This design comes from an exercise in tuning for small area, a short achievable clock period and few clock cycles on the open sky130 flow, not from production work.
The RTL was checked by simulation tests, not by an equivalence proof against the original design.
Power is estimated from default activity; no workload was simulated.

==> design/flow/design.v <==
module airq_aqi (
    input  wire        clk,
    input  wire        rst,
    input  wire        start,       
    input  wire [15:0] pm25,
    input  wire [15:0] pm10,
    output reg         done,        
    output reg  [15:0] aqi
);
    localparam NUM_W = 18;
    localparam DEN_W = 11;
    reg [NUM_W-1:0] seg_num;
    reg [DEN_W-1:0] seg_den;
    reg [8:0]       seg_base;
    reg [12:0]      diff;
    reg [6:0]       span;
    reg             which;          
    reg [15:0]      c_sel;
    reg [19:0]      c10;
    always @(*) begin
        c_sel = which ? pm10 : pm25;
        c10   = {4'd0, c_sel} * 20'd10;
        diff  = 13'd0;
        span  = 7'd0;
        seg_den  = 11'd1;
        seg_base = 9'd500;
        if (!which) begin
            if (c10 <= 20'd120) begin
                diff = c10[12:0];          span = 7'd50; seg_den = 11'd120;  seg_base = 9'd0;
            end else if (c10 <= 20'd354) begin
                diff = c10[12:0] - 13'd121;  span = 7'd49; seg_den = 11'd233;  seg_base = 9'd51;
            end else if (c10 <= 20'd554) begin
                diff = c10[12:0] - 13'd355;  span = 7'd49; seg_den = 11'd199;  seg_base = 9'd101;
            end else if (c10 <= 20'd1504) begin
                diff = c10[12:0] - 13'd555;  span = 7'd49; seg_den = 11'd949;  seg_base = 9'd151;
            end else if (c10 <= 20'd2504) begin
                diff = c10[12:0] - 13'd1505; span = 7'd99; seg_den = 11'd999;  seg_base = 9'd201;
            end else if (c10 <= 20'd3504) begin
                diff = c10[12:0] - 13'd2505; span = 7'd99; seg_den = 11'd999;  seg_base = 9'd301;
            end else if (c10 <= 20'd5004) begin
                diff = c10[12:0] - 13'd3505; span = 7'd99; seg_den = 11'd1499; seg_base = 9'd401;
            end
        end else begin
            if (c_sel <= 16'd54) begin
                diff = c_sel[12:0];          span = 7'd50; seg_den = 11'd54;   seg_base = 9'd0;
            end else if (c_sel <= 16'd154) begin
                diff = c_sel[12:0] - 13'd55;  span = 7'd49; seg_den = 11'd99;   seg_base = 9'd51;
            end else if (c_sel <= 16'd254) begin
                diff = c_sel[12:0] - 13'd155; span = 7'd49; seg_den = 11'd99;   seg_base = 9'd101;
            end else if (c_sel <= 16'd354) begin
                diff = c_sel[12:0] - 13'd255; span = 7'd49; seg_den = 11'd99;   seg_base = 9'd151;
            end else if (c_sel <= 16'd424) begin
                diff = c_sel[12:0] - 13'd355; span = 7'd99; seg_den = 11'd69;   seg_base = 9'd201;
            end else if (c_sel <= 16'd504) begin
                diff = c_sel[12:0] - 13'd425; span = 7'd99; seg_den = 11'd79;   seg_base = 9'd301;
            end else if (c_sel <= 16'd604) begin
                diff = c_sel[12:0] - 13'd505; span = 7'd99; seg_den = 11'd99;   seg_base = 9'd401;
            end
        end
        seg_num = diff * span;
    end
    localparam S_IDLE = 2'd0;
    localparam S_LOAD = 2'd1;
    localparam S_DIV  = 2'd2;
    reg [1:0]       state;
    reg [4:0]       count;
    reg [NUM_W-1:0] quo;            
    reg [DEN_W:0]   rem;
    reg [DEN_W-1:0] den;
    reg [8:0]       base;
    reg [15:0]      aqi_first;
    wire [DEN_W:0] rem_shift = {rem[DEN_W-1:0], quo[NUM_W-1]};
    wire [DEN_W:0] rem_sub   = rem_shift - {1'b0, den};
    wire           fits      = (rem_shift >= {1'b0, den});
    wire [NUM_W-1:0] q_final  = {quo[NUM_W-2:0], fits};
    wire [15:0]      aqi_last = {7'd0, base} + {7'd0, q_final[8:0]};
    always @(posedge clk) begin
        if (rst) begin
            state <= S_IDLE;
            which <= 1'b0;
            done  <= 1'b0;
            count <= 5'd0;
            aqi       <= 16'd0;
            aqi_first <= 16'd0;
        end else begin
            done <= 1'b0;
            case (state)
                S_IDLE: begin
                    if (start) begin
                        which <= 1'b0;
                        state <= S_LOAD;
                    end
                end
                S_LOAD: begin
                    quo   <= seg_num;
                    den   <= seg_den;
                    base  <= seg_base;
                    rem   <= {(DEN_W+1){1'b0}};
                    count <= 5'd0;
                    state <= S_DIV;
                end
                S_DIV: begin
                    quo <= {quo[NUM_W-2:0], fits};
                    rem <= fits ? rem_sub : rem_shift;
                    count <= count + 5'd1;
                    if (count == NUM_W - 1) begin
                        if (!which) begin
                            aqi_first <= aqi_last;
                            which     <= 1'b1;
                            state     <= S_LOAD;
                        end else begin
                            aqi   <= (aqi_last > aqi_first) ? aqi_last : aqi_first;
                            done  <= 1'b1;
                            state <= S_IDLE;
                        end
                    end
                end
                default: state <= S_IDLE;
            endcase
        end
    end
endmodule
module airq_fdrs (
    input  wire         clk,
    input  wire         rst,
    input  wire         s_valid,
    output wire         s_ready,
    input  wire         s_keep,      
    input  wire [7:0]   s_data,
    input  wire         s_last,      
    input  wire [31:0]  s_now,       
    output wire         r_valid,
    output wire [1:0]   r_status,
    output wire [223:0] r_frame,
    output reg  [15:0]  in_aqi,
    output reg  [15:0]  in_pm1,
    output reg  [15:0]  in_pm25,
    output reg  [15:0]  in_pm10,
    output reg  [31:0]  in_pmts
);
    localparam BUF_CAP   = 64;
    localparam FRAME_LEN = 32;
    localparam ST_INCOMPLETE = 2'd0;
    localparam ST_OK         = 2'd1;
    localparam ST_FRAMING    = 2'd2;
    localparam ST_CHECKSUM   = 2'd3;
    localparam F_ACCEPT = 2'd0;
    localparam F_CHECK  = 2'd1;
    localparam F_AQI    = 2'd2;
    localparam F_RESP   = 2'd3;
    reg [1:0]  fstate;
    reg [7:0]  buffer [0:BUF_CAP-1];
    reg [6:0]  fill;
    reg [31:0] now_q;
    reg [1:0]  status_q;
    wire hdr_ok = (buffer[0] == 8'h42) && (buffer[1] == 8'h4D) &&
                  (buffer[2] == 8'h00) && (buffer[3] == 8'h1C);
    reg [15:0] csum;
    integer k;
    always @(*) begin
        csum = 16'd0;
        for (k = 0; k < 30; k = k + 1)
            csum = csum + {8'd0, buffer[k]};
    end
    wire csum_ok = (csum == {buffer[30], buffer[31]});
    wire [15:0] data0 = {buffer[4], buffer[5]};
    wire [15:0] data1 = {buffer[6], buffer[7]};
    wire [15:0] data2 = {buffer[8], buffer[9]};
    wire        aqi_start = (fstate == F_CHECK) && (fill >= FRAME_LEN) && hdr_ok && csum_ok;
    wire        aqi_done;
    wire [15:0] aqi_val;
    airq_aqi u_aqi (
        .clk   (clk),
        .rst   (rst),
        .start (aqi_start),
        .pm25  (data1),
        .pm10  (data2),
        .done  (aqi_done),
        .aqi   (aqi_val)
    );
    assign s_ready = (fstate == F_ACCEPT);
    wire   beat    = s_valid && s_ready;
    integer i;
    always @(posedge clk) begin
        if (rst) begin
            fstate   <= F_ACCEPT;
            fill     <= 7'd0;
            status_q <= ST_INCOMPLETE;
            now_q    <= 32'd0;
            in_aqi   <= 16'd0;
            in_pm1   <= 16'd0;
            in_pm25  <= 16'd0;
            in_pm10  <= 16'd0;
            in_pmts  <= 32'd0;
        end else begin
            case (fstate)
                F_ACCEPT: begin
                    if (beat) begin
                        if (s_keep && fill < BUF_CAP) begin
                            buffer[fill[5:0]] <= s_data;
                            fill <= fill + 7'd1;
                        end
                        if (s_last) begin
                            now_q  <= s_now;
                            fstate <= F_CHECK;
                        end
                    end
                end
                F_CHECK: begin
                    if (fill < FRAME_LEN) begin
                        status_q <= ST_INCOMPLETE;
                        fstate   <= F_RESP;
                    end else if (!hdr_ok) begin
                        status_q <= ST_FRAMING;
                        fill     <= 7'd0;
                        fstate   <= F_RESP;
                    end else if (!csum_ok) begin
                        status_q <= ST_CHECKSUM;
                        fill     <= 7'd0;
                        fstate   <= F_RESP;
                    end else begin
                        status_q <= ST_OK;
                        fstate   <= F_AQI;
                    end
                end
                F_AQI: begin
                    if (aqi_done) begin
                        in_aqi  <= aqi_val;
                        in_pm1  <= data0;
                        in_pm25 <= data1;
                        in_pm10 <= data2;
                        in_pmts <= now_q;
                        fstate  <= F_RESP;
                    end
                end
                F_RESP: begin
                    if (status_q == ST_OK) begin
                        for (i = 0; i < BUF_CAP - FRAME_LEN; i = i + 1)
                            buffer[i] <= buffer[i + FRAME_LEN];
                        fill <= fill - FRAME_LEN;
                    end
                    fstate <= F_ACCEPT;
                end
                default: fstate <= F_ACCEPT;
            endcase
        end
    end
    assign r_valid  = (fstate == F_RESP);
    assign r_status = status_q;
    genvar g;
    generate
        for (g = 0; g < 28; g = g + 1) begin : g_frame
            assign r_frame[223 - 8*g -: 8] = (status_q == ST_OK) ? buffer[4 + g] : 8'd0;
        end
    endgenerate
endmodule
==> design/flow/run.sh <==
#!/bin/bash
# synth_recipe.tcl (not shown) runs the flow's synth.tcl, then flattens the netlist and writes it again
# the make line also repeats each setting of config.mk as NAME=value (left out here)
make -C /OpenROAD-flow-scripts/flow DESIGN_CONFIG=/design/flow/config.mk WORK_HOME=/design/flow/orfs CLKGATE_MAP_FILE= SYNTH_SCRIPT=/design/flow/synth_recipe.tcl finish
==> design/flow/config.mk <==
export PLATFORM = sky130hd
export DESIGN_NAME = airq_fdrs
export DESIGN_NICKNAME = airq_fdrs
export VERILOG_FILES = /design/flow/design.v
export SDC_FILE = /design/flow/constraint.sdc
export NUM_CORES = 4
export LEC_CHECK = 0
export CAP_MARGIN = 20
export CORE_MARGIN = 2
export CORE_UTILIZATION = 40
export SLEW_MARGIN = 20
==> design/flow/constraint.sdc <==
create_clock -name core_clock -period 11.0 [get_ports {clk}]
set_input_delay 2.2000 -clock core_clock [delete_from_list [all_inputs] [get_ports {clk}]]
set_output_delay 2.2000 -clock core_clock [all_outputs]
set_load 0.01 [all_outputs]
==> results.json <==
{
  "cellPowerDensity_nw_per_um2": 128,
  "hold_path.class": "reg2reg",
  "ys_warn_count": 2,
  "synth_area_um2": 41400,
  "leakage_nw": 18.7,
  "internal_power_mw": 4.71,
  "regArea_um2": 20100,
  "power_switching_mw": 1.59,
  "cts_resized": 0,
  "synth_cell_types": 105,
  "syn_inst": 3977,
  "first_iter_violations": 3341,
  "worstPathArrival_ps": 10580,
  "p_clk_frac": 0.415,
  "viasPerCell": 5.41,
  "post_cts_buffers": 0,
  "dr.pass1.iters": 5,
  "die_h_um": 326,
  "min_period_ps": 10210,
  "synthAdderAreaFrac": 0.169,
  "cts_made_buffers": 78,
  "port_buffers": 362,
  "slew_headroom": 0.206,
  "synthSimpleGateAreaFrac": 0.173,
  "synthXorXnorAreaFrac": 0.0196,
  "crit_type": "reg2reg",
  "antenna_found_initial": 8,
  "grt_pass1_vias": 30000,
  "place_inst": 5617,
  "fin_nets": 4776,
  "chipWidth_um": 326,
  "synthMuxAreaShare": 0.0122,
  "fillers": 9582,
  "multi_input_area_um2": 19300,
  "rows": 118,
  "io_pins": 369,
  "seq_power_share": 0.479,
  "drv_slew": 0,
  "grt_pass1_wl_um": 212000,
  "syn_avg_cell_area_um2": 10.4,
  "tns_ps": 0,
  "crit_slowest_cell": "nor3_2",
  "dp_hpwl_um": 110000,
  "core_area_um2": 103000,
  "cp.required_ps": 11370,
  "maxCapViolCount": 0,
  "grt_max_degree": 131,
  "crit_path_end_kind": "register",
  "syn2layout_area_growth_pct": 19.0,
  "async_reset_ff_frac": 0,
  "gp_congestion": 0.984,
  "h-tree-depth": 3,
  "max-clock-path-buffers": 3,
  "rsz0062_at_grt": "no",
  "min_period_over_period": 0.929,
  "outcome": "finished clean",
  "ys.flop_type": "edfxtp_1",
  "max-vdd-ir-drop_mv": 0.143,
  "cp-start-kind": "register",
  "ys_ff_latch": 723,
  "setup_viol": 0,
  "dieArea_um2": 106000,
  "drive_gt1_frac": 0.0655,
  "seq_area_frac_synth": 0.485,
  "cts_tree": "built",
  "grt_overflow_total": 0,
  "fmax_mhz": 97.9,
  "cts_root_buffer": "clkbuf_16",
  "crit_fanout": 13,
  "max_stage_delay_ps": 690,
  "postCtsHoldBufs": 0,
  "clkSlewWorstSetupHoldPaths_ps": 70,
  "insertion_delay_ps": 680,
  "power_frac_comb": 0.105,
  "drtAntennaViolNets": 0,
  "finClkSkew_ps": 43.7,
  "tightest_slew_ps": 1190,
  "wirelength_um": 147000,
  "synth_top_family_by_area": "simple AND/OR/NAND/NOR gates",
  "final_cell_count_no_fill": 5762,
  "num_vias": 31200,
  "synth-compound-area-share": 0.0905,
  "synth_edf_count": 561,
  "clock-sinks": 723,
  "wl_per_cell_um": 25.5,
  "cpMostUsedCell": "fa_1",
  "initial_utilization": 0.402,
  "grt_use_total": 0.273,
  "drc": 0,
  "netSwitchingFraction": 0.252,
  "hold_viol": 0
}
==> power by group through the flow <==
stage	logic, mW	clock network, mW	registers (mW)
6_report	0.664	2.62	3.02
5_1_grt	0.736	2.76	3.03
4_1_cts	0.661	2.66	3.02
3_5_place_dp	0.657	0	3.08
3_3_place_gp	0.650	0	3.08
2_1_floorplan	0.464	0	3.06
==> metrics by stage <==
| step | power (mW) | util | setup WS, ps | instance area, µm² | hold slack, ps |
|---|---|---|---|---|---|
| finish | 6.30 | 0.478 | 786 | 49300 | 449 |
| global route | 6.52 | 0.478 | 61.0 | 49200 | 464 |
| floorplan | 3.52 | - | 1500 | 41400 | 432 |
| detailed placement | 3.73 | 0.453 | 1010 | 46700 | 442 |
| CTS | 6.34 | 0.478 | 931 | 49200 | 444 |
| global placement | 3.73 | 0.453 | 1030 | 46700 | 437 |
==> synth_stat cells, types with 21 or more instances <==
library cell  instances  area, µm²
nand3_1              44        220
nor2b_1              22        138
nand4_1              21        131
a211oi_1             23        173
nor3_1               45        225
and2_1              232       1450
nand2_1             879       3300
xor2_1               24        210
edfxtp_1            561      16800
ha_1                164       2050
buf_1                37        139
mux2i_1              32        320
fa_1                248       4960
nor2_1              225        845
o21ai_0             116        581
dfxtp_1             162       3240
xnor2_1              67        587
buf_2                21        105
clkbuf_1            138        518
a21oi_1             218       1090
a21o_1               23        173
a31oi_1              23        144
inv_1               314       1180
==> placed cells by master, fill, tap and decap left out, types with 15 or more instances in the layout <==
master / instances
ha_1: 164
clkdlybuf4s50_1: 361
edfxtp_1: 561
nor2_1: 223
a21o_1: 23
nor2b_1: 19
fa_1: 248
a31oi_1: 23
o21ai_0: 109
inv_1: 314
a211oi_1: 23
clkbuf_1: 18
xor2_1: 24
and2_1: 231
dfxtp_1: 161
nor3_1: 45
nand3_1: 44
mux2i_1: 32
nand4_1: 21
a21oi_1: 218
clkbuf_16: 79
xnor2_1: 67
nand2_1: 878
buf_4: 102
and3_1: 15
o21a_1: 15
==> logic make-up after synthesis <==
kind of cell,after synthesis
AOI/OAI and AO/OA,590
xor gates and xnor gates,92
buffers and inverters,525
and+or+nand+nor,1587
muxes,47
adders and majority gates,412
DFF,723
other,1
==> final cells by class <==
| cell class | instances | area share |
|---|---|---|
| inverters | 317 | 0.0242 |
| flip-flops and latches | 723 | 0.408 |
| diodes | 2 | 0.000102 |
| multi-input cells | 2734 | 0.392 |
| repair buffers | 465 | 0.0894 |
| well taps | 1380 | 0.0351 |
| clock buffers | 103 | 0.0430 |
| clock inverters | 38 | 0.00823 |
==> flip-flops by register name, summed over array words and instances, names as in the netlist, 9 cells and up <==
| register | count |
|---|---|
| u_aqi.base | 9 |
| in_pm1 | 16 |
| u_aqi.aqi_first | 10 |
| now_q | 32 |
| in_pm25 | 16 |
| u_aqi.rem | 11 |
| in_aqi | 10 |
| in_pm10 | 16 |
| u_aqi.den | 11 |
| u_aqi.quo | 18 |
| in_pmts | 32 |
| buffer | 512 |
| u_aqi.aqi | 10 |
==> final timing paths <==
| path | startpoint | end | cells after the start | slack (ps) |
|---|---|---|---|---|
| worst max-delay path | buffer[7][4] | u_aqi.quo[17] | 33 | 790 |
| worst min-delay path | now_q[21] | in_pmts[21] | 2 | 450 |
| worst max register to register | buffer[7][4] | u_aqi.quo[17] | 33 | 790 |
| worst min register to register | now_q[21] | in_pmts[21] | 2 | 450 |
==> worst max-delay path, delay by kind of cell (launching register included) <==
| family | cells | cell delay, ps |
|---|---|---|
| buffers and inverters | 3 | 480 |
| AND/OR/NAND/NOR | 7 | 2040 |
| flip-flops | 1 | 510 |
| XOR/XNOR | 2 | 340 |
| AO/OA/AOI/OAI | 14 | 3440 |
| adder cells (fa/ha/maj) | 7 | 3090 |
==> layer usage <==
metal  up-vias  global-route usage  share of wire
met4         0               0.119          0.045
li1      14100                   -              -
met3       252              0.0530          0.088
met1     15400               0.397           0.44
met2      1438               0.396           0.43
met5         -                   0              0
Testbench counts, summed over its fixed seeds: cycles 162,795.

==> port drivers added, routing unchanged <==
How much do the figures lean on ideal ports? The routed layout below was timed once more, with nothing changed but the port constraints. Step 1 sets driving cells, clkbuf_16 on the clock port and buf_2 on the other inputs (assumed; they add their load-dependent delay and slew). Step 2 adds t to the input delays and takes it off the output delays; t is the mean of the earliest and latest rising clock arrival at the registers after step 1. Input paths then give back, and output paths get back, about the clock's delay inside the block. Slacks: no drivers / after step 1 / after step 2; pairs: no drivers / after step 1.
shift t [ns]: 0.728
setup slack, ns: 0.786 / 0.786 / 0.786
worst slew at a driven data input, ns: 0.08
After both steps this run still meets setup and hold. For this run, drivers alone change the setup slack by 0.000 ns; drivers and shift together by 0.000 ns.
